Source: an optimization exercise on an open RTL-to-GDS flow (aim: small area, a short achievable clock period and few clock cycles per item). Production flows keep margins and buffers that such runs may drop. Function was checked by simulation only, so behaviour that the tests miss may differ from the original. No activity file was given, so power comes from the tool's default toggle rates.

## flow/design.v

```verilog
module rle_enc #(parameter SMART = 1) (
    input  wire        clk,
    input  wire        rst,
    input  wire        in_valid,
    output wire        in_ready,
    input  wire [31:0] in_data,    
    input  wire [2:0]  in_bytes,   
    input  wire        in_last,    
    output reg         out_valid,
    input  wire        out_ready,
    output reg  [15:0] out_desc,
    output reg         out_last
);
    reg        rdy;
    reg [31:0] b_data;
    reg [3:0]  v;
    reg [3:0]  sol;
    reg [3:0]  ev;
    reg        b_last;
    reg        run_act;
    reg        run_bit;
    reg [10:0] run_len;
    reg        at_cap;      
    reg [3:0]  cap;         
    assign in_ready = rdy;
    wire in_fire  = in_valid && rdy;
    wire out_free = !out_valid || out_ready;
    function [8:0] inc9;
        input [8:0] x;
        integer k;
        begin
            inc9[0] = ~x[0];
            for (k = 1; k < 9; k = k + 1)
                inc9[k] = x[k] ^ (&(x | ~((9'd1 << k) - 9'd1)));
        end
    endfunction
    function [3:0] first_of;
        input [3:0] m;
        first_of = m & ~{m[2:0], 1'b0} & ~{m[1:0], 2'b0} & ~{m[0], 3'b0};
    endfunction
    wire [31:0] n_data  = in_data;
    wire [2:0]  n_bytes = in_bytes;
    wire        n_last  = in_last;
    wire [3:0]  n_v     = (n_bytes == 3'd1) ? 4'b0001 :
                          (n_bytes == 3'd2) ? 4'b0011 :
                          (n_bytes == 3'd3) ? 4'b0111 : 4'b1111;
    wire [3:0]  n_sol, n_bt, n_ev;
    genvar g;
    generate
        for (g = 0; g < 4; g = g + 1) begin : cls
            wire [7:0] b = n_data[31 - 8 * g -: 8];
            assign n_sol[g] = (b == 8'h00) || (b == 8'hFF);
            assign n_bt[g]  = b[7];
        end
        for (g = 0; g < 3; g = g + 1) begin : brk
            wire same = n_sol[g + 1] && (n_bt[g + 1] == n_bt[g]);
            assign n_ev[g] = !n_sol[g] || (n_v[g + 1] ? !same : n_last);
        end
    endgenerate
    assign n_ev[3] = !n_sol[3] || n_last;
    wire [3:0] bt    = {b_data[7], b_data[15], b_data[23], b_data[31]};
    wire [3:0] first = v & ~{v[2:0], 1'b0};
    wire [3:0] lastv = v & ~{1'b0, v[3:1]};
    wire       busy  = |v;
    wire       p_sol = |(first & sol);
    wire       p_bit = |(first & bt);
    wire [7:0] p_byte = ({8{first[0]}} & b_data[31:24]) | ({8{first[1]}} & b_data[23:16]) |
                        ({8{first[2]}} & b_data[15:8])  | ({8{first[3]}} & b_data[7:0]);
    wire       oc    = v[0] && run_act && (at_cap || !sol[0] || (bt[0] != run_bit));
    wire [3:0] evr   = ev & v;
    wire [3:0] evc   = (ev | cap) & v;
    wire [3:0] f1c   = first_of(evc);
    wire [3:0] f1r   = first_of(evr);
    wire [3:0] le1   = {~|f1c[2:0], ~|f1c[1:0], ~f1c[0], 1'b1};    
    wire [3:0] ev2   = evr & ~le1;
    wire [3:0] f2r   = first_of(ev2);
    wire       has1c = |evc;
    wire       has1r = |evr;
    wire       has2  = |ev2;
    wire [3:0] stop  = oc ? f1r : f2r;
    wire [3:0] ge_st = {|stop, |stop[2:0], |stop[1:0], stop[0]};
    wire       quiet = !oc && !has1c;    
    wire       go    = busy && (quiet || out_free);
    wire [3:0] v_nxt = quiet ? 4'b0000 : (v & ge_st);
    wire [1:0] rl    = run_len[1:0];
    wire [8:0] up    = run_len[10:2];
    wire [8:0] up1   = inc9(up);
    wire [10:0] sum0 = {(rl == 2'd3) ? up1 : up, rl + 2'd1};
    wire [10:0] sum1 = {rl[1]        ? up1 : up, rl + 2'd2};
    wire [10:0] sum2 = {(rl != 2'd0) ? up1 : up, rl + 2'd3};
    wire [10:0] sum3 = {up1, rl};
    wire [3:0] sel   = quiet ? lastv : f1c;
    wire [10:0] sum  = ({11{sel[0]}} & sum0) | ({11{sel[1]}} & sum1) |
                       ({11{sel[2]}} & sum2) | ({11{sel[3]}} & sum3);
    wire [1:0] lo_q  = rl + {lastv[3] | lastv[2], lastv[3] | lastv[1]} + 2'd1;
    wire       cy_q  = lastv[3] || (lastv[2] && rl != 2'd0) || (lastv[1] && rl[1]) ||
                       (lastv[0] && rl == 2'd3);
    wire       near_q = cy_q ? (up == 9'h1FE) : (&up);    
    wire [3:0] afirst = oc ? first : {f1c[2:0], 1'b0};
    wire [3:0] absb  = v & ~ge_st & (oc ? 4'b1111 : ~le1);
    wire [2:0] b_cnt = {lastv[3], lastv[2] | lastv[1], lastv[2] | lastv[0]};    
    wire       has_st = |stop;
    wire [1:0] e_idx = {f1c[3] | f1c[2], f1c[3] | f1c[1]};
    wire [1:0] l_idx = {lastv[3] | lastv[2], lastv[3] | lastv[1]};
    reg  [1:0] l_m_e;    
    always @* begin
        case ({l_idx, e_idx})
            4'b01_00, 4'b10_01, 4'b11_10: l_m_e = 2'd1;
            4'b10_00, 4'b11_01:           l_m_e = 2'd2;
            4'b11_00:                     l_m_e = 2'd3;
            default:                      l_m_e = 2'd0;
        endcase
    end
    wire [10:0] len_a = has_st ? (oc ? 11'd0 : {9'h1FF, ~e_idx}) :
                        (oc ? {8'd0, b_cnt} : {9'd0, l_m_e});
    wire       e_raw = !oc && !p_sol;   
    wire       e_last = b_last && !oc && |(f1c & lastv);
    wire       r_bit = run_act ? run_bit : p_bit;
    wire       ev_last = |(lastv & ev);
    wire       act_n  = busy ? !ev_last : run_act;
    wire       bit_n  = busy ? |(lastv & bt) : run_bit;
    wire       capish = (busy && near_q) || at_cap || (|cap);
    wire       oc_n   = act_n && (!n_sol[0] || (n_bt[0] != bit_n));
    wire [3:0] nevc   = n_ev & n_v;
    wire       n_none = !oc_n && nevc == 4'b0000;
    wire       n_one  = oc_n ? (nevc == 4'b0000) : (first_of(nevc) == nevc);
    wire       emit_now = go && !quiet;
    wire       bud_sure = !emit_now && !(out_valid && !out_ready);
    wire       sure   = !capish && (n_none || (SMART && n_one && bud_sure));
    wire       left   = busy && !(go && v_nxt == 4'b0000);
    always @(posedge clk) begin
        if (rst) begin
            rdy       <= 1'b1;
            v         <= 4'b0000;
            run_act   <= 1'b0;
            run_len   <= 11'd0;
            at_cap    <= 1'b0;
            cap       <= 4'b0000;
            out_valid <= 1'b0;
        end else begin
            if (out_valid && out_ready)
                out_valid <= 1'b0;
            if (go) begin
                v <= v_nxt;
                if (quiet) begin
                    run_act <= 1'b1;
                    run_bit <= r_bit;
                    run_len <= sum;
                    at_cap  <= near_q && lo_q == 2'd3;
                    cap     <= {1'b0, near_q && lo_q == 2'd0, near_q && lo_q == 2'd1,
                                near_q && lo_q == 2'd2};
                end else begin
                    out_valid <= 1'b1;
                    out_last  <= e_last;
                    if (e_raw)
                        out_desc <= {8'h00, p_byte};
                    else
                        out_desc <= {1'b1, r_bit, 3'b000, oc ? run_len : sum};
                    run_act <= |absb;
                    run_bit <= |(afirst & bt);
                    run_len <= len_a;
                    at_cap  <= 1'b0;
                    cap     <= 4'b0000;
                end
            end
            if (in_fire) begin
                b_data  <= n_data;
                v       <= n_v;
                sol     <= n_sol;
                ev      <= n_ev;
                b_last  <= n_last;
            end
            rdy <= in_fire ? sure : !left;
        end
    end
endmodule
module rle_dec (
    input  wire        clk,
    input  wire        rst,
    input  wire        in_valid,
    output wire        in_ready,
    input  wire [15:0] in_desc,
    input  wire        in_last,    
    output reg         out_valid,
    input  wire        out_ready,
    output reg  [31:0] out_data,   
    output reg  [2:0]  out_bytes,  
    output reg         out_last
);
    reg        s_valid;
    reg        s_free;      
    reg        s_rle;
    reg        s_bit;
    reg [10:0] s_len;       
    reg        s_last;
    reg        s_prod;      
    reg        d_valid;
    reg        d_rle;
    reg        d_bit;
    reg [10:0] d_rem;
    reg        d_last;
    reg [1:0]  cnt;
    reg        full;
    function [8:0] dec9;
        input [8:0] x;
        integer k;
        begin
            dec9[0] = ~x[0];
            for (k = 1; k < 9; k = k + 1)
                dec9[k] = x[k] ^ ~(|(x & ((9'd1 << k) - 9'd1)));
        end
    endfunction
    assign in_ready = s_free;
    wire in_fire = in_valid && !s_valid;
    wire stall   = out_valid && !out_ready;
    wire in_prod = !in_desc[15] || (in_desc[10:0] != 11'd0);
    wire       d_prod = d_valid && (!d_rle || d_rem != 11'd0);
    wire       d_short  = d_rem[10:3] == 8'd0;
    wire [2:0] r      = d_rem[2:0];
    wire       lt1    = (cnt == 2'd0) && (r == 3'd0);
    wire       lt2    = (cnt == 2'd0) ? (r <= 3'd1) : (cnt == 2'd1) ? (r == 3'd0) : 1'b0;
    wire       lt3    = (cnt == 2'd0) ? (r <= 3'd2) : (cnt == 2'd1) ? (r <= 3'd1) :
                        (cnt == 2'd2) ? (r == 3'd0) : 1'b0;
    wire       le4    = (cnt == 2'd0) ? (r <= 3'd4) : (cnt == 2'd1) ? (r <= 3'd3) :
                        (cnt == 2'd2) ? (r <= 3'd2) : (r <= 3'd1);
    wire       eq4    = (cnt == 2'd0) ? (r == 3'd4) : (cnt == 2'd1) ? (r == 3'd3) :
                        (cnt == 2'd2) ? (r == 3'd2) : (r == 3'd1);
    wire       fits   = d_short && le4;
    wire [3:0] ge_c   = {1'b1, cnt != 2'd3, !cnt[1], cnt == 2'd0};
    wire [3:0] at_c   = {cnt == 2'd3, cnt == 2'd2, cnt == 2'd1, cnt == 2'd0};
    wire [3:0] wr     = (full || !d_valid) ? 4'b0000 :
                        !d_rle ? at_c :
                        fits ? (ge_c & {eq4, !lt3, !lt2, !lt1}) : ge_c;
    wire       n4     = d_valid && !full && (d_rle ? (!fits || eq4) : cnt == 2'd3);
    wire [2:0] n_run  = eq4 ? 3'd4 : (!lt3 && !lt2 && !lt1) ? 3'd3 : (!lt2 && !lt1) ? 3'd2 :
                        !lt1 ? 3'd1 : 3'd0;
    wire [2:0] n      = full ? 3'd4 : !d_valid ? {1'b0, cnt} :
                        !d_rle ? {1'b0, cnt} + 3'd1 :
                        fits ? n_run : 3'd4;
    wire       d_done = d_valid && (full ? !d_prod : (!d_rle || fits));
    wire [2:0] lo     = {1'b0, d_rem[1:0]} + {1'b0, cnt};
    wire [8:0] hi_m1  = dec9(d_rem[10:2]);
    wire [10:0] rem_n = {lo[2] ? d_rem[10:2] : hi_m1, lo[1:0]};
    wire [7:0] d_byte = d_rle ? {8{d_bit}} : d_rem[7:0];
    wire       next_prod = s_valid ? s_prod : (in_fire && in_prod);
    wire       emit_last = d_done && d_last;
    wire       emit_full = full ? d_prod : (n4 && (!d_done || next_prod));
    wire       emit      = emit_last || emit_full;
    wire       d_free    = !d_valid || d_done;
    always @(posedge clk) begin
        if (rst) begin
            s_valid   <= 1'b0;
            s_free    <= 1'b1;
            d_valid   <= 1'b0;
            cnt       <= 2'd0;
            full      <= 1'b0;
            out_valid <= 1'b0;
        end else if (!stall) begin
            out_valid <= emit;
            if (emit) begin
                out_bytes <= n;
                out_last  <= emit_last;
                cnt       <= 2'd0;
                full      <= 1'b0;
            end else begin
                cnt       <= n[1:0];
                full      <= n[2];
            end
            if (wr[0]) out_data[31:24] <= d_byte;
            if (wr[1]) out_data[23:16] <= d_byte;
            if (wr[2]) out_data[15:8]  <= d_byte;
            if (wr[3]) out_data[7:0]   <= d_byte;
            if (d_rle && !full && !fits)
                d_rem <= rem_n;
            if (d_free) begin
                if (s_valid) begin
                    d_valid <= 1'b1;
                    d_rle   <= s_rle;
                    d_bit   <= s_bit;
                    d_rem   <= s_len;
                    d_last  <= s_last;
                    s_valid <= 1'b0;
                    s_free  <= 1'b1;
                end else begin
                    d_valid <= in_fire;
                    d_rle   <= in_desc[15];
                    d_bit   <= in_desc[14];
                    d_rem   <= in_desc[10:0];
                    d_last  <= in_last;
                end
            end else if (in_fire) begin
                s_valid <= 1'b1;
                s_free  <= 1'b0;
            end
        end else if (in_fire) begin
            s_valid <= 1'b1;
            s_free  <= 1'b0;
        end
        if (!s_valid) begin
            s_rle  <= in_desc[15];
            s_bit  <= in_desc[14];
            s_len  <= in_desc[10:0];
            s_last <= in_last;
            s_prod <= in_prod;
        end
    end
endmodule
module rle_codec (
    input  wire        clk,
    input  wire        rst,
    input  wire        enc_in_valid,
    output wire        enc_in_ready,
    input  wire [31:0] enc_in_data,
    input  wire [2:0]  enc_in_bytes,
    input  wire        enc_in_last,
    output wire        enc_out_valid,
    input  wire        enc_out_ready,
    output wire [15:0] enc_out_desc,
    output wire        enc_out_last,
    input  wire        dec_in_valid,
    output wire        dec_in_ready,
    input  wire [15:0] dec_in_desc,
    input  wire        dec_in_last,
    output wire        dec_out_valid,
    input  wire        dec_out_ready,
    output wire [31:0] dec_out_data,
    output wire [2:0]  dec_out_bytes,
    output wire        dec_out_last
);
    rle_enc u_enc (
        .clk(clk), .rst(rst),
        .in_valid(enc_in_valid), .in_ready(enc_in_ready),
        .in_data(enc_in_data), .in_bytes(enc_in_bytes), .in_last(enc_in_last),
        .out_valid(enc_out_valid), .out_ready(enc_out_ready),
        .out_desc(enc_out_desc), .out_last(enc_out_last)
    );
    rle_dec u_dec (
        .clk(clk), .rst(rst),
        .in_valid(dec_in_valid), .in_ready(dec_in_ready),
        .in_desc(dec_in_desc), .in_last(dec_in_last),
        .out_valid(dec_out_valid), .out_ready(dec_out_ready),
        .out_data(dec_out_data), .out_bytes(dec_out_bytes), .out_last(dec_out_last)
    );
endmodule
```

## flow/flow/run.sh

```bash
#!/bin/bash
set -euo pipefail
export BUFFER_PORTS_ARGS="-buffer_cell sky130_fd_sc_hd__buf_2"
bash standard.sh > standard_make.log 2>&1
```

## flow/standard.sh

```bash
#!/bin/bash
# synth_recipe.tcl (not shown) runs the flow's synth.tcl, then flattens the netlist and writes it again
# the make line also repeats each setting of config.mk as NAME=value (left out here)
make -C /OpenROAD-flow-scripts/flow DESIGN_CONFIG=/design/flow/config.mk WORK_HOME=/design/flow/orfs CLKGATE_MAP_FILE= SYNTH_SCRIPT=/design/flow/synth_recipe.tcl "${@:-finish}"
```

## flow/config.mk

```make
export PLATFORM = sky130hd
export DESIGN_NAME = rle_codec
export DESIGN_NICKNAME = rle_codec
export VERILOG_FILES = /design/flow/design.v
export SDC_FILE = /design/flow/constraint.sdc
export NUM_CORES = 4
export LEC_CHECK = 0
export CAP_MARGIN = 20
export CORE_MARGIN = 2
export CORE_UTILIZATION = 40
export SETUP_SLACK_MARGIN = 3.3
export SLEW_MARGIN = 20
```

## flow/constraint.sdc

```tcl
create_clock -name core_clock -period 6.0 [get_ports {clk}]
set_input_delay 1.2000 -clock core_clock [delete_from_list [all_inputs] [get_ports {clk}]]
set_output_delay 1.2000 -clock core_clock [all_outputs]
set_load 0.01 [all_outputs]
```

==> impl_results.md, run 1 <==
* Grt total ovfl at 0
* Worst Path Class, Setup: in2reg
* Synth Area in XOR/XNOR at 0.01400
* Vias/cell at 5.819
* Most used cell along the critical path: or4_1
* Top cells by area, synth: edfxtp_1 (43%), dfxtp_1 (11%), nor2_1 (3.2%)
* RSZ-0062 raised after global routing: true
* Post-route ant nets at 0
* Crit path max-delay family: simple AND/OR/NAND/NOR gates
* Leak Pwr at ~3.5 nW
* Synthesized cell area at 7507 µm²
* CTS Buf Count at 17
* Crit start category: input pin
* Crit Path Max Fanout at 3
* Post-CTS Hold Buffers at 0
* Worst hold slack at 473.0 ps
* First-pass GRT wire length at approximately 32,000 µm
* Initial DRC count at between 600 and 700
* Worst-path cell chain: buf_2, or4_1, nor2_1, o21ai_1, nor3_1, or4_1, nand4_1, maj3_2, o21ai_2
* Distinct cells, synth at between 70 and 80
* Synth Area in Simple Gates at 0.1480
* Hold path start: u_dec.s_len[6]$_DFF_P_
* Synth cell count leaders: edfxtp_1 (107), nor2_1 (63), nand2_1 (53)
* Fin. max-slew vios at 0
* Overall routed net length at around 21,000 µm
* PortBufs at about 110
* CTS tree: built
* R2R Path End: u_dec.out_last$_DFFE_PP_
* Cell taking the most area after synthesis: edfxtp_1
* Worst setup EP type: register
* Highest Clock Rate at between 0.3 and 0.4 GHz
* Largest family of logic cells by synthesized area: compound AO/OA/AOI/OAI gates
* Hold depth at 1
* CTS sink count at 150
* Final Hold Fails at 0
* WHS Endpoint: u_dec.s_len[6]$_DFF_P_
* PD cells at 336.2 nW/µm²
* Power Total at ~3.2 mW
* Setup_tns at 0 ps
* Headroom to the max-slew limit at 0.3353
* Adder-cell area share of the yosys netlist at 0.03067
* Worst R2R Setup Slack at around 3300 ps
* Cell Rows at 50
* Gr usage total at 0.2077
* Core area at 18,580 µm²
* Syn avg cell area at roughly 11 µm²
* Layout area overhead at 25.58%
* Yosys top cell area share at 0.4280
* Placement Cell Area at about 8300 µm²
* Root buffer selected by CTS: clkbuf_16
* Full die area at just under 20,000 µm²
* WL per Instance at 18.95 µm
* Met2 wire length at slightly below 10,000 µm
* VDD IR max at ~0.00021 V
* Final setup violation count at 0
* Post-synth ARST share at 0
* Synth Flop Type: edfxtp_1
* Die Width at roughly 140 µm
* Worst path slowest cell: or4_1
* Nets@finish at approximately 900
* Setup Skew at 10.82 ps
* GP Congestion at 0.9187
* Max clock buf depth at 2
* CP max stage delay at 530 ps
* Tmin final at around 2700 ps
* Die Height at roughly 140 µm
* Antenna violations before repair at 0
* Sequential area share after synthesis at 0.5427
* Via count of the routed design at roughly 6,300
* Gate Count Post-Synth at around 710
* Pre-Repair DR Iteration Count at 5
* Depth of the CTS H-tree at 4
* Layout cells sized above 1 at 0.2978
* Largest net degree at the start of global routing at 42
* Switching share of power at 0.3148
* Drt drc at 0
* Mux cell area share after synthesis at 0.04150
* DR top layer: met4
* Design area at between 9000 and 10,000 µm²
* Post-DP HPWL at 14,600 µm
* DR WL met3 at 1083 µm
* Vias in the first global route at 6,168
* Clock transition at path regs at about 70 ps
* R2R Path Start: u_dec.cnt[0]$_SDFFE_PP0N_
* Register area at 4089 µm²
* Multi-input logic area at about 3400 µm²
* Worst Path Buf+Inv at 1
* Worst Tran Pin Value at between 900 and 1000 ps
* Fillers at about 1,700
* Pre-CTS setup slack at 2463 ps
* Worst path required time at 6360 ps
* Diodes inserted at 0
* Int Power at 2.172 mW
* NetSw at roughly 1 mW
* Status: complete, no violations
* Flop pwr share at 0.412
* Worst Hold Class: reg2reg
* Final Cycle Share at 0.4489
* Most frequent cell after synthesis: edfxtp_1
* DRT met1 WL at 9447 µm
* Crit path DAT at roughly 3100 ps
* Clock latency (worst-skew pair) at roughly 430 ps
* Yosys reg bits at 150
* Max-Cap Viols at 0
* Worst Reg-to-Reg Cells at 9
* Effective utilization at floorplan at 0.4040
* Clk pwr share at 0.364
* Comb pwr share at 0.224
* Setup WS post-layout at approximately 3300 ps
* Ys Warns at 2
* Compound-cell area share of the yosys netlist at 0.1872
* Number of synthesized flops with an enable pin at ~110
* I/O Pins at approximately 120
==> final cells by class <==
| class | count | share of cell area |
|---|---|---|
| inverter | 35 | 0.01433 |
| clock buffer | 17 | 0.04512 |
| multi-input combinational | 495 | 0.3639 |
| clock inverter | 15 | 0.02216 |
| timing repair buffer | 141 | 0.08971 |
| sequential | 150 | 0.4337 |
| tap | 234 | 0.03106 |
==> worst reg2reg max path, cell delays in order, from the launching register on <==
cell and delay [ps]:
dfxtp_4 380, clkinvlp_4 150, ha_4 210, or4_4 410, a21oi_2 160, o21ai_1 70
and3_4 170, or3_4 340, o31a_1 330, nor2_4 170
==> state kept, by name (all words and copies together) (netlist names), 2 cells and up <==
name,cells
u_enc.cap,3
u_enc.ev,4
u_enc.sol,4
u_enc.run_len,11
u_dec.out_data,32
u_dec.out_bytes,3
u_dec.d_rem,11
u_enc.out_desc,13
u_dec.s_len,11
u_dec.cnt,2
u_enc.b_data,32
u_enc.v,4
==> logic make-up (layout without fill, tap and decap cells) <==
group / Yosys count / after routing
flops: 150 / 150
buf+inv: 65 / 208
simple gates: 223 / 224
fa+ha+maj: 18 / 18
compound gates: 210 / 210
mux: 28 / 28
other cells: 1 / 3
xor+xnor: 12 / 12
==> worst max-delay path by stage <==
stage                             from                           to  slack, ps  cells after the start
2_1_floorplan          enc_in_data[28]         u_enc.rdy$_SDFF_PP1_       3040                      8
3_5_place_dp   u_enc.v[0]$_SDFFE_PP0P_  u_enc.out_desc[5]$_DFFE_PP_       2460                      7
4_1_cts                enc_in_data[25]         u_enc.rdy$_SDFF_PP1_       3180                      9
5_1_grt          u_enc.ev[0]$_DFFE_PP_  u_enc.out_desc[5]$_DFFE_PP_       3220                      9
3_3_place_gp   u_enc.v[0]$_SDFFE_PP0P_  u_enc.out_desc[5]$_DFFE_PP_       2180                      6
6_report                enc_in_data[9]         u_enc.rdy$_SDFF_PP1_       3310                      9
==> metal layers <==
metal | up-vias | global-route usage
met5 | - | 0
met1 | 3077 | 0.2806
met3 | 31 | 0.03974
li1 | 2975 | -
met4 | 0 | 0.07105
met2 | 242 | 0.3371
==> placed cells by master (no fill, tap or decap), types with 6 or more instances in the layout <==
cell type and instances:
a211oi_1 6, a22oi_1 13, nand2_1 51, dfxtp_1 37
o21ai_0 27, o211ai_1 8, o21a_1 11, clkbuf_16 17
nor4_1 8, nor2b_1 9, nor3_1 16, mux2_1 6
xor2_1 6, inv_1 30, mux2_2 19, buf_6 6
edfxtp_1 107, a22o_1 8, nor2_1 56, a21oi_1 37
o21ai_1 20, or4_1 6, ha_1 13, nand4_1 12
a31oi_1 12, buf_2 107, buf_4 26, o21ai_2 6
and2_1 6, nand3_1 9, nand2b_1 12
==> metrics by stage <==
step,utilization,instances
2_1_floorplan,-,709
3_3_place_gp,0.4465,1028
3_5_place_dp,0.4471,1029
4_1_cts,0.4945,1077
5_1_grt,0.5074,1087
6_report,0.5074,1087
==> power groups by stage <==
stage / Sequential [mW] / Clock [mW] / Combinational (mW)
after floorplan: 1.30 / 0 / 0.429
after global placement: 1.32 / 0 / 0.609
after detailed placement: 1.32 / 0 / 0.625
after CTS: 1.30 / 1.17 / 0.663
after global routing: 1.32 / 1.21 / 0.774
final: 1.31 / 1.15 / 0.710
==> what timing repair did <==
action | CTS | global route
endpoints found under the hold margin | 0 | 0
pin swaps | 17 | 17
buffers inserted | 16 | 8
endpoints found under the setup margin | 98 | 91
resized for setup | 34 | 34
cloned | 0 | 1
Testbench counts, summed over its fixed seeds: cycles 28,743, bytes 104,336.
==> run 2: changes to the inputs <==
==> flow/flow/run.sh (replaced) <==
#!/bin/bash
set -euo pipefail
export BUFFER_PORTS_ARGS="-buffer_cell sky130_fd_sc_hd__buf_1"
bash standard.sh > standard_make.log 2>&1
--- a/flow/config.mk
+++ b/flow/config.mk
@@ -8,5 +8,6 @@
 export CAP_MARGIN = 20
 export CORE_MARGIN = 2
 export CORE_UTILIZATION = 40
+export CTS_BUF_LIST = sky130_fd_sc_hd__clkbuf_4 sky130_fd_sc_hd__clkbuf_8
 export SETUP_SLACK_MARGIN = 3.3
 export SLEW_MARGIN = 20
==> run 2 against run 1 <==
- synthesized area did not move
- synthesized cell count did not move
- flip-flop and latch count did not move
- wire length fell by 7.8%
- total power fell by 13%
- clock-buffer cell count did not move
- sequential share of layout area rose by 2.1 points
==> impl_results.md, run 2 <==
* Final Hold Fails at 0
* Post-route ant nets at 0
* Worst Hold Class: reg2reg
* Crit start category: register
* Ys Warns at 2
* Worst Tran Pin Value at slightly above 800 ps
* Regs by FF count: u_dec.out_data (32), u_enc.b_data (32), u_enc.out_desc (13)
* Worst R2R Setup Slack at 3290 ps
* VDD IR max at approximately 0.00017 V
* Headroom to the max-slew limit at 0.4610
* Pre-Repair DR Iteration Count at 6
* Drt drc at 0
* CTS sink count at 150
* Effective utilization at floorplan at 0.4040
* R2R Path Start: u_dec.cnt[0]$_SDFFE_PP0N_
* Die Width at roughly 140 µm
* Crit Path Max Fanout at 5
* Depth of the CTS H-tree at 4
* I/O Pins at between 100 and 150
* Crit path max-delay family: simple AND/OR/NAND/NOR gates
* PortBufs at 109
* RSZ-0062 raised after global routing: true
* Worst-path cell chain: inv_1, ha_4, or4_4, a21oi_2, o21ai_1, and3_4, or3_4, o31a_1, nor2_4
* Synth cell count leaders: edfxtp_1 (107), nor2_1 (63), nand2_1 (53)
* Clock transition at path regs at approximately 90 ps
* Most frequent cell after synthesis: edfxtp_1
* Post-DP HPWL at approximately 13,000 µm
* Worst setup EP type: register
* Status: complete, no violations
* Vias in the first global route at approximately 5,700
* Leak Pwr at roughly 3.1 nW
* Layout cells sized above 1 at 0.1675
* CTS Buf Count at 17
* Antenna violations before repair at 0
* Gate Count Post-Synth at between 700 and 800
* Most common cell after layout, fill and taps aside: edfxtp_1
* Worst path slowest cell: or4_4
* Synthesized cell area at around 7500 µm²
* Root buffer selected by CTS: clkbuf_8
* Final setup violation count at 0
* Distinct cells, synth at between 70 and 80
* Fin. max-slew vios at 0
* Crit path DAT at ~2900 ps
* Largest net degree at the start of global routing at 42
* Top cells by area, synth: edfxtp_1 (43%), dfxtp_1 (11%), nor2_1 (3.2%)
* Cell taking the most area after synthesis: edfxtp_1
* GP Congestion at ~0.92
* PD cells at around 300 nW/µm²
* Crit path from: u_dec.cnt[0]$_SDFFE_PP0N_
* Gr usage total at 0.1900
* Number of synthesized flops with an enable pin at 107
* Vias/cell at 5.665
* Via count of the routed design at 6,130
* Highest Clock Rate at 0.3687 GHz
* Cell Rows at 50
* Final Cycle Share at 0.4521
* Syn avg cell area at ~11 µm²
* Overall routed net length at 19,000 µm
* Grt total ovfl at 0
* Post-route insts no fill at approximately 1,100
* Full die area at just under 20,000 µm²
* Cell total after placement at 1,030
* Core area at between 15,000 and 20,000 µm²
* WL per Instance at approximately 18 µm
* Layout area overhead at 19.83%
* Sequential area share after synthesis at 0.5427
* Fin util at 0.4842
* Post-synth ARST share at 0
* Initial DRC count at 448
* Yosys top cell area share at 0.4280
* Worst Path Class, Setup: reg2reg
* Power Total at around 2.7 mW
* Max clock buf depth at 2
* Die Height at approximately 140 µm
* Hold path start: u_dec.s_last$_DFF_P_
* Worst Path Buf+Inv at 1
* Diodes inserted at 0
* CTS tree: built
* Yosys reg bits at 150
* Tmin final at between 2000 and 3000 ps
* Max-Cap Viols at 0
* Worst path required time at between 6000 and 7000 ps
* First-pass GRT wire length at ~30,000 µm
* Nets@finish at approximately 910
* Setup_tns at 0 ps
* Clock latency (worst-skew pair) at 470 ps
* CP max stage delay at around 420 ps
* Setup Skew at between 15 and 20 ps
* Synth Flop Type: edfxtp_1
* Most frequent cells in the layout: edfxtp_1 (107), buf_1 (104), nor2_1 (56)
## run 2: cell type report
| cell class | instances | area, µm² |
|---|---|---|
| Clock buffer | 17 | 234.0 |
| Clock inverter | 15 | 158.9 |
| Inverter | 35 | 133.9 |
| Sequential cell | 150 | 4091 |
| Tap cell | 234 | 292.8 |
| Multi-Input combinational cell | 494 | 3428 |
| Timing Repair Buffer | 137 | 656.9 |
| Fill cell | 1724 | 9584 |
## run 2: routing by layer
| layer | share of wire | up-vias | track usage |
|---|---|---|---|
| met3 | 0.061 | 26 | 0.04178 |
| met4 | 0.015 | 0 | 0.06421 |
| li1 | - | 2959 | - |
| met5 | 0 | - | 0 |
| met2 | 0.45 | 206 | 0.2906 |
| met1 | 0.47 | 2939 | 0.2688 |
## run 2: worst paths after layout
kind	endpoint	depth (start not counted)
max	u_dec.out_bytes[0]$_DFFE_PP_	9
min	u_dec.s_last$_DFF_P_	1
max reg2reg	u_dec.out_bytes[0]$_DFFE_PP_	9
min reg2reg	u_dec.s_last$_DFF_P_	1
## run 2: power by group
| part | internal [mW] | switching (mW) |
|---|---|---|
| logic | 0.254 | 0.416 |
| registers | 1.22 | 0.0843 |
| clock network | 0.345 | 0.425 |
## run 2: logic make-up (layout without fill, tap and decap cells)
group | count (synthesis) | after routing | synth area share
AOI/OAI and AO/OA | 210 | 210 | 0.1872
muxes | 28 | 28 | 0.04150
and+or+nand+nor | 223 | 223 | 0.1480
buffers and inverters | 65 | 204 | 0.03550
adders and majority gates | 18 | 18 | 0.03067
other | 1 | 3 | 0.0004995
xor gates and xnor gates | 12 | 12 | 0.01400
DFF | 150 | 150 | 0.5427
## run 2: per-stage QoR
stage / hold slack (ps) / worst slack (ps) / area [µm²]
2_1_floorplan: 441.0 / 3039 / 7547
3_3_place_gp: 455.6 / 2288 / 8174
3_5_place_dp: 461.8 / 2274 / 8174
4_1_cts: 482.6 / 3257 / 8755
5_1_grt: 493.2 / 3227 / 8996
6_report: 477.6 / 3287 / 8996
## run 2: repair_timing
action / 4_1_cts / 5_1_grt
hold buffers: 0 / 0
gates cloned: 0 / 0
pin swaps: 9 / 11
endpoints found under the setup margin: 106 / 84
buffers inserted: 10 / 9
gates resized for setup: 31 / 38
==> run 3: changes to the inputs <==
--- a/flow/config.mk
+++ b/flow/config.mk
@@ -5,6 +5,7 @@
 export SDC_FILE = /design/flow/constraint.sdc
 export NUM_CORES = 4
 export LEC_CHECK = 0
+export ABC_AREA = 1
 export CAP_MARGIN = 20
 export CORE_MARGIN = 2
 export CORE_UTILIZATION = 40
==> run 3 against run 2 <==
- still clean on timing, DRC and antenna
- clock skew about the same
- cell count up 22%
- combinational power up 27%
- synthesized area up 6.4%
- utilization down 1.6 points
- design area up 1.6%
- sequential share of layout area down 0.87 points
- synthesized cell count up 32%
- flip-flop and latch count unchanged
- critical endpoint is now u_dec.d_valid$_SDFFE_PP0P_
- largest cell class unchanged
==> impl_results.md, run 3 <==
* Synthesized cell area at 7989 µm²
* Clock latency (worst-skew pair) at 460 ps
* Leak Pwr at between 3 and 4 nW
* Fillers at between 1,500 and 2,000
* Largest net degree at the start of global routing at 42
* CTS Buf Count at 17
* Gate Count Post-Synth at between 900 and 1,000
* Via count of the routed design at between 6,000 and 7,000
* Worst Path Class, Setup: in2reg
* Top cells by area, synth: edfxtp_1 (40%), nand2_1 (11%), dfxtp_1 (11%)
* Crit start category: input pin
* RSZ-0062 raised after global routing: true
* Setup_tns at 0 ps
* Diodes inserted at 0
* Nets@finish at approximately 1,100
* Grt total ovfl at 0
* Die Height at about 150 µm
* Final Cycle Share at 0.4469
* Comb pwr share at 0.287
* Post-route ant nets at 0
* Yosys top cell area share at 0.4022
* Cell taking the most area after synthesis: edfxtp_1
* WL per Instance at ~15 µm
* Sequential area share after synthesis at 0.5099
* PortBufs at around 110
* Tmin final at ~2700 ps
* Distinct cells, synth at 48
* Switching share of power at 0.3759
* Root buffer selected by CTS: clkbuf_8
* CP max stage delay at ~700 ps
* Core area at between 15,000 and 20,000 µm²
* Layout area overhead at 14.41%
* CTS sink count at 150
* Clock transition at path regs at approximately 80 ps
* Synth cell count leaders: nand2_1 (242), edfxtp_1 (107), inv_1 (105)
* Most frequent cells in the layout: nand2_1 (242), buf_1 (109), edfxtp_1 (107)
* Vias in the first global route at roughly 6,000
* Overall routed net length at ~20,000 µm
* Final Hold Fails at 0
* Max-Cap Viols at 0
* Gr usage total at 0.1885
* Post-route insts no fill at 1,324
* Max clock buf depth at 2
* Headroom to the max-slew limit at 0.3511
* VDD IR max at 0.0001602 V
* Flop pwr share at 0.448
* PD cells at approximately 320 nW/µm²
* Clk pwr share at 0.265
* Post-synth ARST share at 0
* Regs by FF count: u_dec.out_data (32), u_enc.b_data (32), u_enc.out_desc (13)
* Power Total at 2.960 mW
* Int Power at approximately 1.8 mW
* NetSw at approximately 1.1 mW
* Depth of the CTS H-tree at 4
* Number of synthesized flops with an enable pin at 107
* Drt drc at 0
* First-pass GRT wire length at ~32,000 µm
* Cell total after placement at 1,283
* Fin. max-slew vios at 0
* Post-DP HPWL at about 14,000 µm
* Antenna violations before repair at 0
* Yosys reg bits at 150
* Pre-Repair DR Iteration Count at 5
* Worst path slowest cell: buf_1
* Final setup violation count at 0
* Ys Warns at 2
* Status: complete, no violations
* Die Width at approximately 150 µm
* Full die area at ~21,000 µm²
* Vias/cell at just over 5
* Highest Clock Rate at 0.3729 GHz
* I/O Pins at around 120
* Worst path required time at 6320 ps
* Worst setup EP type: register
* Synth Flop Type: edfxtp_1
* Worst Path Buf+Inv at 2
* Most frequent cell after synthesis: nand2_1
* Crit Path Max Fanout at 18
* Cell Rows at a little over 50
* Crit path DAT at approximately 3000 ps
* Worst Tran Pin Value at between 900 and 1000 ps
* Crit path max-delay family: buffers and inverters
* Most common cell after layout, fill and taps aside: nand2_1
* Worst-path cell chain: buf_1, inv_1, o21ai_0, o32ai_1
* GP Congestion at between 0.8 and 0.9
* Worst Hold Class: reg2reg
* Initial DRC count at around 620
* Setup Skew at 16.14 ps
* Effective utilization at floorplan at 0.4091
* Layout cells sized above 1 at 0.08782
* Syn avg cell area at roughly 8.6 µm²
* CTS tree: built
run 3: changes by cell type in the layout (fill, tap and decap cells not counted), sizes merged, moves of 14 or more:
| cell | change |
|---|---|
| nor2 | +23 |
| nand2 | +206 |
| nand3 | +54 |
| inv | +77 |
| buf | -17 |
| mux2 | -25 |
| o21ai | +25 |
| o21a | -14 |
run 3: timing repair:
action,4_1_cts,5_1_grt
resized for setup,7,8
setup buffers,2,5
endpoints found under the setup margin,33,59
cloned,1,0
hold buffers,0,0
pin swaps,0,2
run 3: cells by family (layout without fill, tap and decap cells):
logic type | Yosys count | count (layout) | share of synthesized area
adders and majority gates | 17 | 17 | 0.02756
xor gates and xnor gates | 13 | 13 | 0.01425
buffers and inverters | 141 | 265 | 0.07204
AOI/OAI and AO/OA | 161 | 161 | 0.1200
DFF | 150 | 150 | 0.5099
other | 1 | 3 | 0.0004694
and+or+nand+nor | 450 | 450 | 0.2558
run 3: stage by stage:
step	setup WS (ps)	hold WS (ps)	util	cell area, µm²
finish	3319	462.2	0.4681	9140
global route	3204	486.6	0.4681	9140
CTS	3284	469.1	0.4638	9056
detailed placement	2778	449.6	0.4410	8611
global placement	2800	446.0	0.4410	8611
floorplan	3534	418.4	-	8009
run 3: power groups by stage:
stage / Sequential (mW) / Clock [mW] / Combinational (mW)
floorplan: 1.32 / 0 / 0.613
global placement: 1.35 / 0 / 0.803
detailed placement: 1.35 / 0 / 0.813
CTS: 1.33 / 0.801 / 0.828
global route: 1.34 / 0.841 / 0.955
finish: 1.33 / 0.784 / 0.849
run 3: layout make-up:
cell class	instances	area, µm²	area share
tap	265	331.6	0.03628
clock buffer	17	234.0	0.02560
timing repair buffer	117	494.2	0.05407
multi-input combinational	644	3385	0.3703
sequential	150	4078	0.4461
inverter	115	450.4	0.04928
timing repair inverter	1	7.507	0.0008214
clock inverter	15	160.2	0.01752
run 3: layer usage:
metal | global-route usage | up-vias | share of wire
met5 | 0 | - | 0
met1 | 0.2766 | 3109 | 0.48
li1 | - | 3377 | -
met4 | 0.05392 | 0 | 0.014
met3 | 0.03050 | 21 | 0.054
met2 | 0.2886 | 219 | 0.45
run 3: final timing paths:
check	endpoint	cells past startpoint	slack, ps	from
worst max-delay path	u_dec.d_valid$_SDFFE_PP0P_	4	3320	rst
worst min-delay path	u_dec.s_bit$_DFF_P_	2	460	u_dec.s_bit$_DFF_P_
worst max register to register	u_enc.rdy$_SDFF_PP1_	12	3440	u_enc.run_len[1]$_SDFFE_PP0P_
worst min register to register	u_dec.s_bit$_DFF_P_	2	460	u_dec.s_bit$_DFF_P_
run 3: worst reg2reg max path: cells and delay by family (launching register included):
family	cells	cell delay [ps]
AO/OA/AOI/OAI	4	870
flip-flops	1	420
AND/OR/NAND/NOR	4	230
buffers and inverters	3	630
adder cells (fa/ha/maj)	1	370
==> run 4: changes to the inputs <==
--- a/flow/config.mk
+++ b/flow/config.mk
@@ -5,10 +5,9 @@
 export SDC_FILE = /design/flow/constraint.sdc
 export NUM_CORES = 4
 export LEC_CHECK = 0
-export ABC_AREA = 1
 export CAP_MARGIN = 20
 export CORE_MARGIN = 2
-export CORE_UTILIZATION = 40
+export CORE_UTILIZATION = 60
 export CTS_BUF_LIST = sky130_fd_sc_hd__clkbuf_4 sky130_fd_sc_hd__clkbuf_8
 export SETUP_SLACK_MARGIN = 3.3
 export SLEW_MARGIN = 20
==> run 4 against run 3 <==
- sequential share of layout area rose by 0.88 points
- cell count decreased by 23%
- combinational power is about 20% lower
==> impl_results.md, run 4 <==
* Vias/cell at slightly above 6
* Worst path required time at roughly 6400 ps
* Layout area overhead at 19.57%
* Worst Tran Pin Value at 931.1 ps
* Gate Count Post-Synth at between 700 and 800
* WL per Instance at approximately 19 µm
* Die Width at 115.9 µm
* Worst-path cell chain: buf_1, or4_4, nor2_2, o22ai_1, a221oi_2, or4_4, nand4_1, maj3_2, o21ai_2
* Final setup violation count at 0
* Post-DP HPWL at roughly 14,000 µm
* Most frequent cell after synthesis: edfxtp_1
* Nets@finish at between 900 and 1,000
* Worst path slowest cell: or4_4
* Initial DRC count at 724
* Sequential area share after synthesis at 0.5427
* Final Hold Fails at 0
* Largest net degree at the start of global routing at 42
* Max clock buf depth at 2
* Int Power at roughly 2 mW
* Crit start category: input pin
* Final Cycle Share at 0.4711
* Worst hold slack at 477.6 ps
* Crit path from: enc_in_data[17]
* CTS Buf Count at 17
* Worst Hold Class: reg2reg
* I/O Pins at between 100 and 150
* CP max stage delay at between 500 and 600 ps
* RSZ-0062 raised after global routing: true
* Hold path start: u_dec.s_len[6]$_DFF_P_
* Die Height at 115.9 µm
* Crit path max-delay family: simple AND/OR/NAND/NOR gates
* Gr usage total at 0.2929
* Effective utilization at floorplan at 0.6198
* Headroom to the max-slew limit at 0.3793
* Synthesized cell area at 7507 µm²
* Comb pwr share at 0.240
* R2R Path Start: u_dec.cnt[0]$_SDFFE_PP0N_
* Post-route ant nets at 0
* Highest Clock Rate at ~0.35 GHz
* Via count of the routed design at approximately 6,300
* VDD IR max at about 0.00016 V
* Pre-Repair DR Iteration Count at 6
* Post-synth ARST share at 0
* Synth Flop Type: edfxtp_1
* Number of synthesized flops with an enable pin at 107
* Clk pwr share at 0.301
* Layout cells sized above 1 at 0.1722
* CTS sink count at 150
* Depth of the CTS H-tree at 4
* Yosys top cell area share at 0.4280
* Ys Warns at 2
* Yosys reg bits at 150
* Switching share of power at 0.3115
* Regs by FF count: u_dec.out_data (32), u_enc.b_data (32), u_enc.out_desc (13)
* Leak Pwr at between 3 and 4 nW
* Fin. max-slew vios at 0
* Antenna violations before repair at 0
* Flop pwr share at 0.459
* PD cells at between 300 and 400 nW/µm²
* Root buffer selected by CTS: clkbuf_8
* Grt total ovfl at 0
* Full die area at between 10,000 and 15,000 µm²
* Setup Skew at 10.32 ps
* Worst Path Class, Setup: in2reg
* Distinct cells, synth at 72
* Status: complete, no violations
* Core area at ~12,000 µm²
* Most used cell along the critical path: or4_4
* Diodes inserted at 0
* Cell taking the most area after synthesis: edfxtp_1
* Worst setup EP type: register
* Cell Rows at 40
* CTS tree: built
* GP Congestion at ~0.89
* Drt drc at 0
* PortBufs at 109
* Most common cell after layout, fill and taps aside: edfxtp_1
* Syn avg cell area at 10.62 µm²
* Crit path DAT at about 3200 ps
* Overall routed net length at 19,380 µm
* Clock latency (worst-skew pair) at roughly 450 ps
* Post-CTS Hold Buffers at 0
* Tmin final at roughly 2800 ps
* Setup_tns at 0 ps
* Synth cell count leaders: edfxtp_1 (107), nor2_1 (63), nand2_1 (53)
* First-pass GRT wire length at about 30,000 µm
* Crit Path Max Fanout at 3
* Vias in the first global route at between 5,000 and 6,000
* NetSw at between 0.8 and 0.9 mW
* Top cells by area, synth: edfxtp_1 (43%), dfxtp_1 (11%), nor2_1 (3.2%)
* Most frequent cells in the layout: edfxtp_1 (107), buf_1 (106), nor2_1 (57)
* Max-Cap Viols at 0
* Clock transition at path regs at roughly 80 ps
* Worst Path Buf+Inv at 1
[run 4: changes by cell type after synthesis, moves of 13 or more]
cell      delta
nor2_1      -15
inv_1       -73
o21a_1      +14
o21ai_1     +16
o21ai_0     -41
mux2_2      +19
nand2b_1    +13
nand3_1     -52
a22oi_1     +13
nand2_1    -189
[run 4: cells by family (layout without fill, tap and decap cells)]
kind of cell / after synthesis / after routing / share of synthesized area
muxes: 28 / 28 / 0.04150
xor gates and xnor gates: 12 / 12 / 0.01400
buffers and inverters: 65 / 204 / 0.03550
AOI/OAI and AO/OA: 210 / 210 / 0.1872
DFF: 150 / 150 / 0.5427
adders and majority gates: 18 / 18 / 0.03067
other: 1 / 3 / 0.0004995
and+or+nand+nor: 223 / 223 / 0.1480
[run 4: final timing paths]
check / end / slack, ps / depth (start not counted)
worst max-delay path: u_enc.rdy$_SDFF_PP1_ / 3170 / 9
worst min-delay path: u_dec.s_len[6]$_DFF_P_ / 480 / 1
worst max register to register: u_dec.out_bytes[0]$_DFFE_PP_ / 3250 / 9
worst min register to register: u_dec.s_len[6]$_DFF_P_ / 480 / 1
[run 4: cell type report]
cell class / count / area [µm²]
Clock inverter: 11 / 171.4
Tap cell: 168 / 210.2
Sequential cell: 150 / 4084
Multi-Input combinational cell: 494 / 3426
Timing Repair Buffer: 137 / 673.1
Inverter: 35 / 135.1
Fill cell: 909 / 3136
Clock buffer: 21 / 276.5
[run 4: per-layer routing]
layer	global-route usage	share of wire	vias to the layer above
met5	0	0	-
met4	0.09127	0.015	0
met3	0.06224	0.084	34
met2	0.4409	0.45	331
met1	0.4285	0.45	2994
li1	-	-	2962
[run 4: what timing repair did]
action	in CTS	in global routing
pin swaps	16	14
resized for setup	36	33
setup endpoints to repair	95	89
setup buffers	12	7
[run 4: stage by stage]
stage            util  instance area, µm²  cells  setup slack [ps]  power (mW)
5_1_grt        0.7411                8976   1016              3075       2.968
4_1_cts        0.7233                8761   1008              3165       2.803
3_3_place_gp   0.6675                8084    963              2700       1.911
6_report       0.7411                8976   1016              3173       2.845
2_1_floorplan       -                7547    709              3039       1.732
3_5_place_dp   0.6679                8089    964              2613       1.931
[run 4: power by group through the flow]
| stage | Clock, mW | Sequential (mW) | Combinational [mW] |
|---|---|---|---|
| floorplan | 0 | 1.30 | 0.429 |
| global placement | 0 | 1.32 | 0.590 |
| CTS | 0.865 | 1.30 | 0.635 |
| global route | 0.906 | 1.32 | 0.746 |
| finish | 0.857 | 1.31 | 0.682 |
| detailed placement | 0 | 1.33 | 0.605 |
==> run 5: changes to the inputs <==
--- a/flow/design.v
+++ b/flow/design.v
@@ -194,11 +194,14 @@
     reg [10:0] s_len;       
     reg        s_last;
     reg        s_prod;      
+    reg        s_short;     
     reg        d_valid;
     reg        d_rle;
     reg        d_bit;
     reg [10:0] d_rem;
     reg        d_last;
+    reg        d_short;     
+    reg        d_z;         
     reg [1:0]  cnt;
     reg        full;
     function [8:0] dec9;
@@ -214,8 +217,8 @@
     wire in_fire = in_valid && !s_valid;
     wire stall   = out_valid && !out_ready;
     wire in_prod = !in_desc[15] || (in_desc[10:0] != 11'd0);
-    wire       d_prod = d_valid && (!d_rle || d_rem != 11'd0);
-    wire       d_short  = d_rem[10:3] == 8'd0;
+    wire       in_short = in_desc[10:3] == 8'd0;
+    wire       d_prod = d_valid && (!d_rle || !d_z);
     wire [2:0] r      = d_rem[2:0];
     wire       lt1    = (cnt == 2'd0) && (r == 3'd0);
     wire       lt2    = (cnt == 2'd0) ? (r <= 3'd1) : (cnt == 2'd1) ? (r == 3'd0) : 1'b0;
@@ -235,14 +238,15 @@
     wire [2:0] n_run  = eq4 ? 3'd4 : (!lt3 && !lt2 && !lt1) ? 3'd3 : (!lt2 && !lt1) ? 3'd2 :
                         !lt1 ? 3'd1 : 3'd0;
     wire [2:0] n      = full ? 3'd4 : !d_valid ? {1'b0, cnt} :
-                        !d_rle ? {1'b0, cnt} + 3'd1 :
+                        !d_rle ? {cnt == 2'd3, cnt == 2'd1 || cnt == 2'd2, !cnt[0]} :
                         fits ? n_run : 3'd4;
     wire       d_done = d_valid && (full ? !d_prod : (!d_rle || fits));
     wire [2:0] lo     = {1'b0, d_rem[1:0]} + {1'b0, cnt};
     wire [8:0] hi_m1  = dec9(d_rem[10:2]);
     wire [10:0] rem_n = {lo[2] ? d_rem[10:2] : hi_m1, lo[1:0]};
     wire [7:0] d_byte = d_rle ? {8{d_bit}} : d_rem[7:0];
-    wire       next_prod = s_valid ? s_prod : (in_fire && in_prod);
+    wire       in_prod_q = !in_desc[15] || (in_desc[3:0] != 4'd0);
+    wire       next_prod = s_valid ? s_prod : (in_fire && in_prod_q);
     wire       emit_last = d_done && d_last;
     wire       emit_full = full ? d_prod : (n4 && (!d_done || next_prod));
     wire       emit      = emit_last || emit_full;
@@ -270,14 +274,19 @@
             if (wr[1]) out_data[23:16] <= d_byte;
             if (wr[2]) out_data[15:8]  <= d_byte;
             if (wr[3]) out_data[7:0]   <= d_byte;
-            if (d_rle && !full && !fits)
-                d_rem <= rem_n;
+            if (d_rle && !full && !fits) begin
+                d_rem   <= rem_n;
+                d_short <= rem_n[10:3] == 8'd0;
+                d_z     <= 1'b0;
+            end
             if (d_free) begin
                 if (s_valid) begin
                     d_valid <= 1'b1;
                     d_rle   <= s_rle;
                     d_bit   <= s_bit;
                     d_rem   <= s_len;
+                    d_short <= s_short;
+                    d_z     <= !s_prod;
                     d_last  <= s_last;
                     s_valid <= 1'b0;
                     s_free  <= 1'b1;
@@ -286,6 +295,8 @@
                     d_rle   <= in_desc[15];
                     d_bit   <= in_desc[14];
                     d_rem   <= in_desc[10:0];
+                    d_short <= in_short;
+                    d_z     <= in_desc[10:0] == 11'd0;
                     d_last  <= in_last;
                 end
             end else if (in_fire) begin
@@ -302,6 +313,7 @@
             s_len  <= in_desc[10:0];
             s_last <= in_last;
             s_prod <= in_prod;
+            s_short <= in_short;
         end
     end
 endmodule
--- a/flow/config.mk
+++ b/flow/config.mk
@@ -7,7 +7,7 @@
 export LEC_CHECK = 0
 export CAP_MARGIN = 20
 export CORE_MARGIN = 2
-export CORE_UTILIZATION = 60
+export CORE_UTILIZATION = 40
 export CTS_BUF_LIST = sky130_fd_sc_hd__clkbuf_4 sky130_fd_sc_hd__clkbuf_8
 export SETUP_SLACK_MARGIN = 3.3
 export SLEW_MARGIN = 20
==> run 5 against run 4 <==
- design area up 1.1%
- sequential power about the same
- global-route usage down 10 points
- worst setup slack better by 240 ps
- synthesized cell count up 4.1%
- die area up 55%
- non-clock buffer count down 15
- wire length up 0.37%
- via count down 2.0%
- largest power group unchanged
==> impl_results.md, run 5 <==
* Status: complete, no violations
* Crit path DAT at about 2800 ps
* Antenna violations before repair at 0
* Depth of the CTS H-tree at 4
* Core area at between 15,000 and 20,000 µm²
* Setup WS post-layout at 3413 ps
* R2R Path Start: u_dec.cnt[1]$_SDFFE_PP0N_
* Sequential area share after synthesis at 0.5289
* Mux cell area share after synthesis at 0.04556
* Regs by FF count: u_dec.out_data (32), u_enc.b_data (32), u_enc.out_desc (13)
* Distinct cells, synth at 89
* Synth Flop Type: edfxtp_1
* Hold path start: u_dec.s_len[9]$_DFF_P_
* PortBufs at 109
* Max clock buf depth at 2
* Worst Hold Class: reg2reg
* Placement Cell Area at approximately 8500 µm²
* Worst Reg-to-Reg Cells at 9
* Post-CTS Hold Buffers at 0
* Synth cell count leaders: edfxtp_1 (109), nand2_1 (61), nor2_1 (60)
* R2R Path End: u_dec.out_bytes[1]$_DFFE_PP_
* Most frequent cell after synthesis: edfxtp_1
* GP Congestion at 0.8723
* Root buffer selected by CTS: clkbuf_8
* Yosys top cell area share at 0.4168
* Worst R2R Setup Slack at roughly 3400 ps
* Vias in the first global route at 5,701
* Number of synthesized flops with an enable pin at roughly 110
* Layout area overhead at 15.52%
* Multi-input logic area at between 3000 and 4000 µm²
* Initial DRC count at 448
* Layout cells sized above 1 at 0.1410
* Max-Cap Viols at 0
* Die Width at around 140 µm
* CTS Buf Count at 17
* Fin. max-slew vios at 0
* Full die area at 20,770 µm²
* Cell total after placement at 1,084
* Ys Warns at 2
* Overall routed net length at about 19,000 µm
* Nets@finish at ~920
* First-pass GRT wire length at roughly 30,000 µm
* Post-synth ARST share at 0
* CTS tree: built
* Cell taking the most area after synthesis: edfxtp_1
* CTS sink count at 153
* Synthesized cell area at 7854 µm²
* WL per Instance at 17.32 µm
* WHS Endpoint: u_dec.s_len[9]$_DFF_P_
* Compound-cell area share of the yosys netlist at 0.1832
* Gr usage total at 0.1903
* Synth Area in XOR/XNOR at 0.01545
* PD cells at approximately 310 nW/µm²
* Worst setup EP type: register
* Headroom to the max-slew limit at 0.4257
* Setup Skew at between 10 and 15 ps
* Setup_tns at 0 ps
* RSZ-0062 raised after global routing: true
* Drt drc at 0
* Worst path required time at a little over 6000 ps
* Via count of the routed design at slightly above 6,000
* Largest net degree at the start of global routing at 42
* Tmin final at around 2600 ps
* Leak Pwr at 3.081 nW
* Gate Count Post-Synth at 736
* Effective utilization at floorplan at 0.4062
* Power Total at 2.821 mW
* Post-route insts no fill at around 1,100
* Final Cycle Share at 0.4312
* Pre-CTS setup slack at about 2800 ps
* Cell Rows at 51
* Worst Path Class, Setup: reg2reg
* Crit Path Max Fanout at 5
* Hold depth at 1
* Synth Area in Simple Gates at 0.1644
* I/O Pins at ~120
* Worst Tran Pin Value at 853.6 ps
* Register area at between 4000 and 5000 µm²
* Final setup violation count at 0
* Most frequent cells in the layout: buf_1 (109), edfxtp_1 (109), nand2_1 (61)
* Clock latency (worst-skew pair) at about 470 ps
* Clock transition at path regs at around 90 ps
* Pre-Repair DR Iteration Count at 5
* Yosys reg bits at roughly 150
* Vias/cell at between 5 and 6
* Die Height at between 100 and 150 µm
* Post-route ant nets at 0
* Syn avg cell area at around 11 µm²
* Fillers at ~1,800
* Final Hold Fails at 0
* Highest Clock Rate at about 0.39 GHz
* Design area at 9072 µm²
* Grt total ovfl at 0
* Crit start category: register
* Diodes inserted at 0
* VDD IR max at about 0.00017 V
* Top cells by area, synth: edfxtp_1 (42%), dfxtp_1 (11%), mux2_2 (3.4%)
* Post-DP HPWL at 14,170 µm
* Largest family of logic cells by synthesized area: compound AO/OA/AOI/OAI gates
* Adder-cell area share of the yosys netlist at 0.02804
## run 5: changes by cell type after synthesis, moves of 8 or more
cell | before | now
o21a_1 | 14 | 6
o21ai_0 | 29 | 49
nand3_1 | 9 | 24
nand2_1 | 53 | 61
o21ai_1 | 24 | 8
## run 5: routing by layer
layer | share of wire | track usage
met2 | 0.45 | 0.2882
met3 | 0.063 | 0.03709
met1 | 0.47 | 0.2746
met4 | 0.016 | 0.06089
met5 | 0 | 0
## run 5: layout make-up
class,count,share of cell area
Timing Repair Buffer,122,0.05765
Sequential cell,153,0.4586
Clock inverter,14,0.01683
Tap cell,265,0.03655
Multi-Input combinational cell,523,0.3922
Inverter,28,0.01158
Clock buffer,18,0.02662
## run 5: stage by stage
| stage | hold slack, ps | util |
|---|---|---|
| finish | 478.5 | 0.4692 |
| global route | 498.8 | 0.4692 |
| CTS | 481.8 | 0.4642 |
| detailed placement | 457.9 | 0.4408 |
| global placement | 446.6 | 0.4408 |
| floorplan | 427.3 | - |
## run 5: worst max-delay path, cell delays in order (launching register included)
cell      delay, ps
dfxtp_2         400
inv_1           110
ha_1            250
inv_1           160
a31oi_1         120
o21ai_1         230
nand2_1         150
o2111a_1        200
o32a_1          420
nor2_2          250
## run 5: power by group
group	switching, mW	internal, mW
Combinational	0.445	0.261
Clock	0.437	0.352
Sequential	0.0805	1.25
Total	0.963	1.86
## run 5: what timing repair did
item / CTS / global route
buffers inserted: 4 / 2
gates resized for setup: 8 / 17
setup endpoints to repair: 65 / 68
pin swaps: 2 / 3
## run 5: how the worst max path moves through the flow
stage / endpoint / depth (start not counted) / start
floorplan: u_enc.b_data[0]$_DFFE_PP_ / 3 / rst
global placement: u_enc.run_len[3]$_SDFFE_PP0P_ / 7 / u_enc.v[3]$_SDFFE_PP0P_
detailed placement: u_enc.run_len[3]$_SDFFE_PP0P_ / 8 / u_enc.b_data[31]$_DFFE_PP_
CTS: u_dec.d_rle$_DFFE_PP_ / 10 / u_dec.cnt[1]$_SDFFE_PP0N_
global route: u_dec.d_rle$_DFFE_PP_ / 10 / u_dec.cnt[1]$_SDFFE_PP0N_
finish: u_dec.out_bytes[1]$_DFFE_PP_ / 9 / u_dec.cnt[1]$_SDFFE_PP0N_
## run 5: logic make-up after synthesis
group,Yosys count
multiplexers,31
adder cells (fa/ha/maj),17
AO/OA/AOI/OAI,207
AND/OR/NAND/NOR,252
other,1
XOR/XNOR,13
flip-flops,153
buffers and inverters,62
Testbench counts of run 5, summed over its fixed seeds: cycles 28,756, bytes 104,336.
==> run 6: changes to the inputs <==
--- a/flow/config.mk
+++ b/flow/config.mk
@@ -9,5 +9,6 @@
 export CORE_MARGIN = 2
 export CORE_UTILIZATION = 40
 export CTS_BUF_LIST = sky130_fd_sc_hd__clkbuf_4 sky130_fd_sc_hd__clkbuf_8
-export SETUP_SLACK_MARGIN = 3.3
+export GPL_TIMING_DRIVEN = 1
+export SETUP_SLACK_MARGIN = 3.4
 export SLEW_MARGIN = 20
==> run 6 against run 5 <==
- worst hold slack worse by 7.0 ps
- clock power rose by 2%
- clock-buffer cell count down 1
- global-route usage down 0.21 points
- total power up 1.7%
- synthesized area unchanged
- utilization up 1.1 points
- die area unchanged
==> impl_results.md, run 6 <==
* Synth Flop Type: edfxtp_1
* Regs by FF count: u_dec.out_data (32), u_enc.b_data (32), u_enc.out_desc (13)
* Core area at slightly below 20,000 µm²
* Clock latency (worst-skew pair) at ~460 ps
* Fin. max-slew vios at 0
* Placement Cell Area at approximately 8500 µm²
* Effective utilization at floorplan at 0.4062
* Full die area at 20,770 µm²
* VDD IR max at 0.0001457 V
* Cell Rows at slightly above 50
* Crit path DAT at approximately 2700 ps
* Diodes inserted at 0
* Comb pwr share at 0.258
* Clock transition at path regs at 90 ps
* Sequential area share after synthesis at 0.5289
* Post-DP HPWL at 14,180 µm
* Worst path required time at around 6200 ps
* Highest Clock Rate at 0.3946 GHz
* Leak Pwr at between 3 and 4 nW
* Crit path from: u_enc.ev[1]$_DFFE_PP_
* Status: complete, no violations
* Gr usage total at 0.1882
* Layout cells sized above 1 at 0.1638
* Setup Skew at between 15 and 20 ps
* Final setup violation count at 0
* Ys Warns at 2
* Design area at ~9300 µm²
* Syn avg cell area at 10.67 µm²
* Worst Tran Pin Value at 884.5 ps
* Tmin final at between 2000 and 3000 ps
* Overall routed net length at 19,850 µm
* Crit Path Max Fanout at 8
* Vias/cell at 5.518
* Yosys top cell area share at 0.4168
* Depth of the CTS H-tree at 4
* Hold path start: u_dec.s_short$_DFF_P_
* Headroom to the max-slew limit at 0.4095
* CP max stage delay at 530 ps
* Worst path slowest cell: edfxtp_1
* PD cells at about 300 nW/µm²
* I/O Pins at between 100 and 150
* PortBufs at 109
* Worst Hold Class: reg2reg
* Max clock buf depth at 2
* Setup_tns at 0 ps
* Initial DRC count at 454
* Die Width at around 140 µm
* Post-route ant nets at 0
* Layout area overhead at 18.24%
* Crit start category: register
* Most frequent cells in the layout: buf_1 (109), edfxtp_1 (109), nand2_1 (61)
* CTS sink count at about 150
* NetSw at just under 1 mW
* Root buffer selected by CTS: clkbuf_8
* Antenna violations before repair at 0
* Fin util at 0.4803
* Grt total ovfl at 0
* Post-synth ARST share at 0
* Vias in the first global route at 5,688
* Final Hold Fails at 0
* Clk pwr share at 0.279
* Via count of the routed design at between 6,000 and 7,000
* RSZ-0062 raised after global routing: true
* Most frequent cell after synthesis: edfxtp_1
* Yosys reg bits at between 150 and 200
* Worst setup EP type: register
* Fillers at approximately 1,800
* First-pass GRT wire length at around 30,000 µm
* Synth cell count leaders: edfxtp_1 (109), nand2_1 (61), nor2_1 (60)
* Int Power at ~1.9 mW
* Drt drc at 0
* Switching share of power at 0.3429
* R2R Path Start: u_enc.ev[1]$_DFFE_PP_
* Number of synthesized flops with an enable pin at about 110
* Max-Cap Viols at 0
* Distinct cells, synth at between 80 and 90
* Synthesized cell area at roughly 8000 µm²
* Post-CTS Hold Buffers at 0
* CTS Buf Count at 17
* Nets@finish at about 940
* Pre-Repair DR Iteration Count at 5
* Worst Path Class, Setup: reg2reg
* Cell taking the most area after synthesis: edfxtp_1
* Die Height at 144.1 µm
* Largest net degree at the start of global routing at 42
* Final Cycle Share at 0.4224
* WL per Instance at between 15 and 20 µm
* Top cells by area, synth: edfxtp_1 (42%), dfxtp_1 (11%), mux2_2 (3.4%)
* CTS tree: built
* Worst-path cell chain: o21a_1, a31oi_1, o21ai_1, nor3_1, nor2_1, o21a_1, nor4_1, nor2_1
* Multi-input logic area at 3626 µm²
* Register area at ~4200 µm²
* Flop pwr share at 0.463
* GP Congestion at ~0.90
* Gate Count Post-Synth at between 700 and 800
run 6: path summary, 6_finish.rpt:
path,end,slack [ps],cells past startpoint
hold reg to reg,u_dec.s_short$_DFF_P_,470,2
hold / removal,u_dec.s_short$_DFF_P_,470,2
setup reg to reg,u_enc.out_desc[7]$_DFFE_PP_,3470,8
setup / recovery,u_enc.out_desc[7]$_DFFE_PP_,3470,8
run 6: timing repair:
item,CTS,global route
gates resized for setup,15,26
cloned,0,2
pin swaps,4,10
setup buffers,6,13
setup endpoints to repair,94,86
run 6: area by class of cell:
cell class / instances / share of cell area
Tap cell: 265 / 0.03570
Timing Repair Buffer: 135 / 0.07087
Inverter: 28 / 0.01132
Clock inverter: 15 / 0.01819
Sequential cell: 153 / 0.4483
Multi-Input combinational cell: 525 / 0.3905
Clock buffer: 17 / 0.02520
run 6: metal layers:
layer / wire length, µm / global-route usage / share of wire / vias to the layer above
li1: - / - / - / 3043
met5: 0 / 0 / 0 / -
met2: 9284 / 0.3028 / 0.47 / 252
met1: 8926 / 0.2550 / 0.45 / 2955
met4: 384 / 0.06708 / 0.019 / 0
met3: 1254 / 0.03510 / 0.063 / 29
run 6: cell families (layout without fill, tap and decap cells):
| logic type | Yosys count | in the layout | synth area share |
|---|---|---|---|
| muxes | 31 | 31 | 0.04556 |
| xor gates and xnor gates | 13 | 13 | 0.01545 |
| other | 1 | 3 | 0.0004775 |
| and+or+nand+nor | 252 | 254 | 0.1644 |
| buffers and inverters | 62 | 195 | 0.03393 |
| DFF | 153 | 153 | 0.5289 |
| AOI/OAI and AO/OA | 207 | 207 | 0.1832 |
| adders and majority gates | 17 | 17 | 0.02804 |
run 6: stage by stage:
step                      power, mW  worst slack (ps)  hold slack (ps)  cells
after detailed placement      2.012              2756            447.8   1084
after global routing          3.013              3304            497.0   1138
after CTS                     2.842              3283            470.4   1122
after floorplan               1.812              3323            427.3    738
final                         2.869              3466            471.4   1138
after global placement        2.008              2732            441.4   1084
run 6: power by group through the flow:
stage / clock, mW / sequential, mW / combinational [mW]
2_1_floorplan: 0 / 1.33 / 0.485
3_3_place_gp: 0 / 1.35 / 0.659
3_5_place_dp: 0 / 1.35 / 0.663
4_1_cts: 0.824 / 1.33 / 0.692
5_1_grt: 0.858 / 1.34 / 0.814
6_report: 0.801 / 1.33 / 0.739
run 6: critical path, delay by kind of cell (launching register included):
kind	cells	cell delay [ps]
AO/OA/AOI/OAI	4	940
flip-flops	1	530
AND/OR/NAND/NOR	4	800

==> static timing again, ports no longer ideal <==
The results above use ideal ports. As a check the final layouts listed here were re-extracted and re-timed, cells and wires unchanged. Step 1, drivers: a clkbuf_16 drives clk and a buf_2 each remaining input, both assumed. Step 2 moves the port delays by t, midway between the first and last clock arrival at a register: inputs arrive t later, outputs are due t later. That takes back most of the time a late clock gives input paths. Three values: ideal, step 1, step 2; two values: the first two.
run	t (ns)	slack for setup (ns)	worst setup path after step 2	latest minus earliest clock arrival (ns)	worst data-port slew with drivers (ns)
run 1	0.471	3.306 / 3.331 / 2.861	input to register	0.011 / 0.011	0.05
run 2	0.502	3.287 / 3.287 / 2.812	input to register	0.018 / 0.019	0.05
run 3	0.495	3.319 / 3.333 / 2.838	input to register	0.017 / 0.017	0.05
run 4	0.476	3.173 / 3.190 / 2.714	input to register	0.010 / 0.011	0.04
run 5	0.498	3.413 / 3.413 / 2.972	input to register	0.016 / 0.015	0.03
run 6	0.483	3.466 / 3.466 / 3.005	input to register	0.020 / 0.020	0.03
After both steps setup and hold are still met in every run listed. For run 3, which loses most, drivers alone change the setup slack by +0.014 ns; drivers and shift together by -0.481 ns.
